Context: an optimization exercise on an open-source flow, tuned for small area. The choices shown serve that exercise and are no tape-out recipe.
Only simulation tests tie the RTL to the original design; equivalence was not proved.
Power is estimated from default activity; no workload was simulated.

== job 9177 ==
==> flow/design.v <==
module irds_bindlist #(
    parameter CAP = 16
) (
    input  wire        clk,
    input  wire        rst,
    input  wire        wr_en,
    input  wire        wr_wild,
    input  wire [7:0]  wr_code,
    input  wire        wr_present,
    input  wire [15:0] wr_handle,
    output wire        full,
    input  wire [7:0]  key,
    output reg         found,
    output reg         found_present,
    output reg  [3:0]  found_idx,
    input  wire [CAP-1:0] rd_sel,
    output reg  [15:0]    rd_handle
);
    reg [4:0]  count;
    reg        wild;
    reg [3:0]  wpos;
    reg [7:0]  code    [0:CAP-1];
    reg        present [0:CAP-1];
    reg [15:0] handle  [0:CAP-1];
    assign full      = count[4];
    always @(posedge clk) begin
        if (rst) begin
            count <= 5'd0;
            wild  <= 1'b0;
        end else if (wr_en) begin
            count <= count + 5'd1;
            if (wr_wild && !wild) begin
                wild <= 1'b1;
                wpos <= count[3:0];
            end
        end
    end
    always @(posedge clk) begin
        if (wr_en) begin
            code[count[3:0]]    <= wr_code;
            present[count[3:0]] <= wr_present;
            handle[count[3:0]]  <= wr_handle;
        end
    end
    integer j;
    always @(*) begin
        rd_handle = 16'd0;
        for (j = 0; j < CAP; j = j + 1)
            rd_handle = rd_handle | (handle[j] & {16{rd_sel[j]}});
    end
    integer i;
    always @(*) begin
        found         = 1'b0;
        found_present = 1'b0;
        found_idx     = 4'd0;
        for (i = CAP - 1; i >= 0; i = i - 1) begin
            if (i < count && (code[i] == key || (wild && wpos == i))) begin
                found         = 1'b1;
                found_present = present[i];
                found_idx     = i;
            end
        end
    end
endmodule
module irds_cbfifo #(
    parameter CAP = 16,
    parameter W   = 5
) (
    input  wire         clk,
    input  wire         rst,
    input  wire         push0,
    input  wire [W-1:0] data0,
    input  wire         push1,
    input  wire [W-1:0] data1,
    input  wire         pop,
    output wire         valid,
    output reg  [W-1:0] head,
    output wire [4:0]   count
);
    reg [W-1:0] mem [0:CAP-1];
    reg [4:0]   rd_ptr;
    reg [4:0]   wr_ptr;
    wire [4:0]  cnt = wr_ptr - rd_ptr;
    assign count = cnt;
    assign valid = (wr_ptr != rd_ptr);
    wire [CAP-1:0] rd_dec = {{(CAP-1){1'b0}}, 1'b1} << rd_ptr[3:0];
    integer k;
    always @(*) begin
        head = {W{1'b0}};
        for (k = 0; k < CAP; k = k + 1)
            head = head | (mem[k] & {W{rd_dec[k]}});
    end
    wire do_pop = pop && valid;
    always @(posedge clk) begin
        if (rst) begin
            rd_ptr <= 5'd0;
            wr_ptr <= 5'd0;
        end else begin
            if (do_pop)
                rd_ptr <= rd_ptr + 5'd1;
            wr_ptr <= wr_ptr + {4'd0, push0} + {4'd0, push1};
        end
    end
    wire         first  = push0 || push1;
    wire [W-1:0] data_a = push0 ? data0 : data1;    
    wire [W-1:0] d_even = wr_ptr[0] ? data1 : data_a;
    wire [W-1:0] d_odd  = wr_ptr[0] ? data_a : data1;
    wire [CAP-1:0] wr_dec = {{(CAP-1){1'b0}}, 1'b1} << wr_ptr[3:0];
    integer i;
    always @(posedge clk) begin
        for (i = 0; i < CAP; i = i + 1)
            if ((first && wr_dec[i]) || (push0 && push1 && wr_dec[(i + CAP - 1) % CAP]))
                mem[i] <= (i % 2) ? d_odd : d_even;
    end
endmodule
module irds_ir (
    input  wire        clk,
    input  wire        rst,
    input  wire        ev_valid,
    input  wire [2:0]  ev_op,
    input  wire [31:0] ev_data,
    input  wire [31:0] now_ms,
    output wire        cb_valid,
    output wire [15:0] cb_handle,
    input  wire        cb_ready,
    output reg         conn,
    output reg         proto,
    output wire [2:0]  fault_cause,
    output wire [5:0]  bits,
    output reg  [15:0] addr,
    output reg  [15:0] cmdf,
    output reg         newdg,
    output reg         ac_valid,
    output reg  [7:0]  ac_code
);
    localparam OP_NOP       = 3'd0;
    localparam OP_PULSE     = 3'd1;
    localparam OP_EDGE_MARK = 3'd2;
    localparam OP_EDGE_SPC  = 3'd3;
    localparam OP_CONNECT   = 3'd4;
    localparam OP_BUTTON    = 3'd5;
    localparam OP_QUERY     = 3'd6;
    localparam OP_RCHECK    = 3'd7;
    localparam [14:0] T_BIT1   = 15'd1600;
    localparam [14:0] T_REPEAT = 15'd2700;
    localparam [14:0] T_START  = 15'd12500;
    localparam [31:0] REPEAT_TIMEOUT_MS = 32'd120;
    localparam        CB_CAP = 16;
    reg        f_ins;
    reg        f_bind;
    assign fault_cause = {f_bind, 1'b0, f_ins};
    reg [4:0]  nbits;
    assign bits = {1'b0, nbits};
    reg [30:0] sreg;
    reg [13:0] mark;
    reg [31:0] deadline;
    wire ok         = ev_valid && !f_ins && !f_bind;
    wire pulse_path = ok && conn;
    wire        is_pulse = pulse_path && (ev_op == OP_PULSE || ev_op == OP_EDGE_SPC);
    wire        d_big    = |ev_data[31:14];
    wire [14:0] d_low    = {1'b0, ev_data[13:0]} + {1'b0, (ev_op[1] ? mark : 14'd0)};
    wire c_bit    = !d_big && (d_low < T_REPEAT);
    wire c_bitval = d_low >= T_BIT1;
    wire c_repeat = !d_big && (d_low >= T_REPEAT) && (d_low < T_START);
    wire [4:0] nb1     = nbits + 5'd1;
    wire       in_addr = (nbits < 5'd8);            
    wire       jump    = in_addr && proto && c_bitval;
    wire       last    = (nbits == 5'd31);          
    wire got_bit    = is_pulse && c_bit;
    wire got_dgram  = got_bit && last;
    wire got_repeat = is_pulse && c_repeat;
    wire [7:0] new_code = sreg[14:7];
    wire       bind_op      = ok && (ev_op == OP_BUTTON);
    wire       bind_wild    = ev_data[8];
    wire       bind_kind    = ev_data[9];
    wire       bind_present = ev_data[10];
    wire       bind_legal   = !ev_data[8] || (ev_data[7:0] == 8'd0);
    wire       prs_full, rel_full;
    wire       bind_full    = bind_kind ? rel_full : prs_full;
    wire       bind_wr      = bind_op && bind_legal && !bind_full;
    wire        prs_found, prs_present;
    wire [3:0]  prs_idx;
    wire        rel_found, rel_present;
    wire [3:0]  rel_idx;
    wire [4:0]  cb_head;
    wire [15:0] prs_rd, rel_rd;
    wire [15:0] prs_sel, rel_sel;
    irds_bindlist u_pressed (
        .clk(clk), .rst(rst),
        .wr_en(bind_wr && !bind_kind), .wr_wild(bind_wild), .wr_code(ev_data[7:0]),
        .wr_present(bind_present), .wr_handle(ev_data[31:16]),
        .full(prs_full),
        .key(new_code),
        .found(prs_found), .found_present(prs_present), .found_idx(prs_idx),
        .rd_sel(prs_sel), .rd_handle(prs_rd)
    );
    irds_bindlist u_released (
        .clk(clk), .rst(rst),
        .wr_en(bind_wr && bind_kind), .wr_wild(bind_wild), .wr_code(ev_data[7:0]),
        .wr_present(bind_present), .wr_handle(ev_data[31:16]),
        .full(rel_full),
        .key(ac_code),
        .found(rel_found), .found_present(rel_present), .found_idx(rel_idx),
        .rd_sel(rel_sel), .rd_handle(rel_rd)
    );
    wire [15:0] head_dec = 16'd1 << cb_head[3:0];
    assign prs_sel = cb_head[4] ? 16'd0 : head_dec;
    assign rel_sel = cb_head[4] ? head_dec : 16'd0;
    assign cb_handle = prs_rd | rel_rd;
    wire [4:0] cb_count;
    wire       change    = got_dgram && !(ac_valid && ac_code == new_code);
    wire       rchk      = pulse_path && (ev_op == OP_RCHECK);
    wire       timeout   = rchk && ac_valid && (now_ms > deadline);
    wire want_rel = ((change && ac_valid) || timeout) && rel_found && rel_present;
    wire want_prs = change && prs_found && prs_present;
    wire rel_fits = !cb_count[4];
    wire prs_fits = want_rel ? (cb_count < CB_CAP - 1) : !cb_count[4];
    wire rel_ovf  = want_rel && !rel_fits;
    wire prs_ovf  = want_prs && !rel_ovf && !prs_fits;
    wire ins_ovf  = rel_ovf || prs_ovf;
    wire push_rel = want_rel && rel_fits;
    wire push_prs = want_prs && !ins_ovf;
    irds_cbfifo #(.CAP(CB_CAP), .W(5)) u_cbq (
        .clk(clk), .rst(rst),
        .push0(push_rel), .data0({1'b1, rel_idx}),
        .push1(push_prs), .data1({1'b0, prs_idx}),
        .pop(cb_ready),
        .valid(cb_valid), .head(cb_head), .count(cb_count)
    );
    always @(posedge clk) begin
        if (got_bit) begin
            sreg <= {sreg[29:0], c_bitval};
            if (jump)
                sreg[8:1] <= 8'd0;
        end
        if (got_dgram || got_repeat)
            deadline <= now_ms + REPEAT_TIMEOUT_MS;
        if (ok && ev_op == OP_CONNECT && !conn)
            mark <= 14'd0;
        if (pulse_path && ev_op == OP_EDGE_MARK)
            mark <= d_big ? 14'h3FFF : ev_data[13:0];
    end
    always @(posedge clk) begin
        if (rst) begin
            conn     <= 1'b0;
            proto    <= 1'b0;
            f_ins    <= 1'b0;
            f_bind   <= 1'b0;
            nbits    <= 5'd0;
            addr     <= 16'd0;
            cmdf     <= 16'd0;
            newdg    <= 1'b0;
            ac_valid <= 1'b0;
            ac_code  <= 8'd0;
        end else if (ok) begin
            case (ev_op)
                OP_CONNECT: begin
                    if (!conn) begin
                        conn  <= 1'b1;
                        proto <= ev_data[0];
                    end
                end
                OP_BUTTON: begin
                    if (bind_legal && bind_full)
                        f_bind <= 1'b1;
                end
                OP_QUERY: begin
                    newdg <= 1'b0;
                end
                OP_RCHECK: begin
                    if (timeout) begin
                        if (rel_ovf) begin
                            f_ins <= 1'b1;
                        end else begin
                            ac_valid <= 1'b0;
                            ac_code  <= 8'd0;
                            nbits    <= 5'd0;
                        end
                    end
                end
                default: ;
            endcase
            if (is_pulse) begin
                if (c_bit)
                    nbits <= last ? 5'd0 : jump ? 5'd9 : nb1;
                else
                    nbits <= 5'd0;
                if (got_dgram) begin
                    addr  <= sreg[30:15];
                    cmdf  <= {sreg[14:0], c_bitval};
                    newdg <= 1'b1;
                end
                if (change) begin
                    if (ins_ovf) begin
                        f_ins <= 1'b1;
                    end else begin
                        ac_valid <= 1'b1;
                        ac_code  <= new_code;
                    end
                end
            end
        end
    end
endmodule
==> flow/config.mk <==
export PLATFORM = sky130hd
export DESIGN_NAME = irds_ir
export DESIGN_NICKNAME = irds_ir
export VERILOG_FILES = /design/flow/design.v
export SDC_FILE = /design/flow/constraint.sdc
export NUM_CORES = 4
export LEC_CHECK = 0
export CAP_MARGIN = 20
export CORE_MARGIN = 2
export CORE_UTILIZATION = 60
export CTS_BUF_LIST = sky130_fd_sc_hd__clkbuf_4
export CTS_CLUSTER_DIAMETER = 30
export CTS_CLUSTER_SIZE = 12
export PLACE_DENSITY = 0.7
export SLEW_MARGIN = 20
==> flow/constraint.sdc <==
create_clock -name core_clock -period 10.0 [get_ports {clk}]
set_input_delay 2.0000 -clock core_clock [delete_from_list [all_inputs] [get_ports {clk}]]
set_output_delay 2.0000 -clock core_clock [all_outputs]
set_load 0.01 [all_outputs]
standard.sh (not shown) runs the stock make flow with config.mk's settings and CLKGATE_MAP_FILE= SYNTH_SCRIPT=/design/flow/synth_recipe.tcl, a recipe that flattens the netlist after the stock synthesis.
==> flow/flow/run.sh <==
#!/bin/bash
# The standard layout (standard.sh) with these changes:
#  - synthesis maps the combinational logic with an area-oriented ABC script
#    (flow/abc_speed.script) in place of ORFS's delay-oriented one;
#  - clock tree synthesis inserts no dummy loads;
#  - the port buffers are the smallest buffer, buf_1 (repair may resize them).
# Everything else is ORFS's own scripts and the standard flow's config.mk.
set -euo pipefail
W=$PWD
rm -rf "$W/scripts_alt"
cp -r "$FLOW_HOME/scripts" "$W/scripts_alt"
cp "$W/flow/abc_speed.script" "$W/scripts_alt/abc_speed.script"
export SCRIPTS_DIR="$W/scripts_alt"
export BUFFER_PORTS_ARGS="-inputs -outputs -buffer_cell sky130_fd_sc_hd__buf_1"
export CTS_ARGS="-sink_clustering_enable -repair_clock_nets -sink_clustering_size 12 -sink_clustering_max_diameter 30 -buf_list sky130_fd_sc_hd__clkbuf_4 -dont_use_dummy_load"
bash "$W/standard.sh" > "$W/standard.log" 2>&1
==> flow/flow/abc_speed.script <==
&get -n
&st
&syn2
&dch -f
&nf -p -R 1000 -F 8 -A 4 -C 32
&st
&syn3
&dch -f
&nf -p -R 1000 -F 8 -A 4 -C 32
&st
&syn2
&dch -f
&nf -p -R 1000 -F 8 -A 4 -C 32
&put
topo
Looking at the reports, job 9177 completed the entire flow and the layout it produced met the timing, design-rule and antenna checks.
Setup changes, job 9177 to job 4395
diff --git a/flow/flow/run.sh b/flow/flow/run.sh
--- a/flow/flow/run.sh
+++ b/flow/flow/run.sh
@@ -15 +15 @@
-export CTS_ARGS="-sink_clustering_enable -repair_clock_nets -sink_clustering_size 12 -sink_clustering_max_diameter 30 -buf_list sky130_fd_sc_hd__clkbuf_4 -dont_use_dummy_load"
+export CTS_ARGS="-sink_clustering_enable -repair_clock_nets -sink_clustering_size 10 -sink_clustering_max_diameter 40 -buf_list sky130_fd_sc_hd__clkbuf_4 -dont_use_dummy_load"
==> flow/flow/abc_speed.script <==
&get -n
&st
&syn2
&dch -f
&nf -p -R 1000
&st
&syn3
&dch -f
&nf -p -R 1000
&st
&syn2
&dch -f
&nf -p -R 1000
&put
topo
stime -c
dnsize -c
diff --git a/flow/config.mk b/flow/config.mk
--- a/flow/config.mk
+++ b/flow/config.mk
@@ -12,2 +12,2 @@
-export CTS_CLUSTER_DIAMETER = 30
-export CTS_CLUSTER_SIZE = 12
+export CTS_CLUSTER_DIAMETER = 40
+export CTS_CLUSTER_SIZE = 10
==> run summary <==
On non-clock buffer count: between job 4395 and job 9177, it ends up higher for job 9177.
NOTE: number of vias in the routed layout in job 4395 falls short of that of job 9177
The combined area of the multi-input logic cells number comes out higher for job 4395 vs job 9177.
Relative to job 9177, worst max-slew margin expressed relative to the limit has increased by 3.5 points in job 4395.
Higher filler cell count in the final layout goes to job 9177 over job 4395.
Relative to job 4395, the following input files were edited for job 5134:
diff --git a/flow/config.mk b/flow/config.mk
--- a/flow/config.mk
+++ b/flow/config.mk
@@ -10 +10 @@
-export CORE_UTILIZATION = 60
+export CORE_UTILIZATION = 70
@@ -14 +14 @@
-export PLACE_DENSITY = 0.7
+export PLACE_DENSITY = 0.8
## What came out
- In job 5134 the power spent charging and discharging nets turned out 1.1% lower than in job 4395.
- Between job 4395 and job 5134, the multi-input gate share of total cell area figures differ only marginally.
- Area added between synthesis and finish in job 5134 is 0.50 points lower than in job 4395
[inputs] job 4064 vs job 5134
==> flow/flow/abc_speed.script <==
&get -n
&st
&syn2
&dch -f
&nf -p -R 1000 -F 8 -A 4 -C 32
&st
&syn3
&dch -f
&nf -p -R 1000 -F 8 -A 4 -C 32
&st
&syn2
&dch -f
&nf -p -R 1000 -F 8 -A 4 -C 32
&put
topo
diff --git a/flow/config.mk b/flow/config.mk
--- a/flow/config.mk
+++ b/flow/config.mk
@@ -8 +8 @@
-export CAP_MARGIN = 20
+export CAP_MARGIN = 10
@@ -10 +10 @@
-export CORE_UTILIZATION = 70
+export CORE_UTILIZATION = 60
@@ -14,2 +14,2 @@
-export PLACE_DENSITY = 0.8
-export SLEW_MARGIN = 20
+export PLACE_DENSITY = 0.7
+export SLEW_MARGIN = 10
Findings:
Cells: job 4064 has more instances than job 5134
Area: job 4064 vs job 5134 -> job 4064 smaller
Going from job 5134 to job 4064, switching power total grew by a few percent.
Comparing number of diodes added for antenna fixing for job 5134 and job 4064, the bigger number came from job 5134.
Reported for job 5134 and job 4064, hold violation count in the final report turned out identical to the last digit.
Inputs modified between job 4064 and job 3374:
diff --git a/flow/config.mk b/flow/config.mk
--- a/flow/config.mk
+++ b/flow/config.mk
@@ -8 +8 @@
-export CAP_MARGIN = 10
+export CAP_MARGIN = 20
@@ -15 +15 @@
-export SLEW_MARGIN = 10
+export SLEW_MARGIN = 20
[summary]
Count of plain and timing-repair buffers in the layout in job 3374 vs job 4064: up about 3.7%. Job 3374 against job 4064: final critical-path share of the clock period did not really move; core utilization now sits higher. Global-route total usage across every layer (higher): job 3374. From job 3374 to job 4064, flip-flop and latch count did not move at all. When job 3374 is set beside job 4064, its post-route cell area turns out to be about 0.5% larger. The minimum clock period after layout in job 3374 sits 0.011 ns below the value recorded for job 4064. When job 3374 is set beside job 4064, its setup slack turns out to be 0.011 ns larger.

[what the ideal ports hide]
How much do the figures lean on ideal ports? The routed layouts below were timed once more, with nothing changed but the port constraints.
Step 1 sets driving cells, clkbuf_16 on the clock port and buf_2 on the other inputs (assumed; they add their load-dependent delay and slew).
Step 2 adds t to the input delays and takes it off the output delays; t is the mean of the earliest and latest rising clock arrival at the registers after step 1. Input paths then give back, and output paths get back, about the clock's delay inside the block.
a / b / c = ideal / step 1 / step 2; a / b = the first two.
run | t (ns) | setup WS [ns] | hold WS [ns] | worst data-port slew with drivers (ns)
job 9177 | 1.077 | 1.678 / 1.620 / 1.347 | 0.440 / 0.440 / 0.440 | 0.07
job 4395 | 1.042 | 1.485 / 1.421 / 0.916 | 0.455 / 0.455 / 0.455 | 0.09
job 5134 | 1.062 | 1.449 / 1.387 / 0.614 | 0.455 / 0.455 / 0.455 | 0.09
job 4064 | 1.040 | 1.637 / 1.572 / 1.473 | 0.458 / 0.458 / 0.458 | 0.07
job 3374 | 1.046 | 1.648 / 1.583 / 1.388 | 0.458 / 0.458 / 0.458 | 0.08
After both steps every run listed still meets setup and hold. The setup slack of job 5134, which loses most, moves by -0.062 ns with the drivers and by -0.835 ns with both steps.
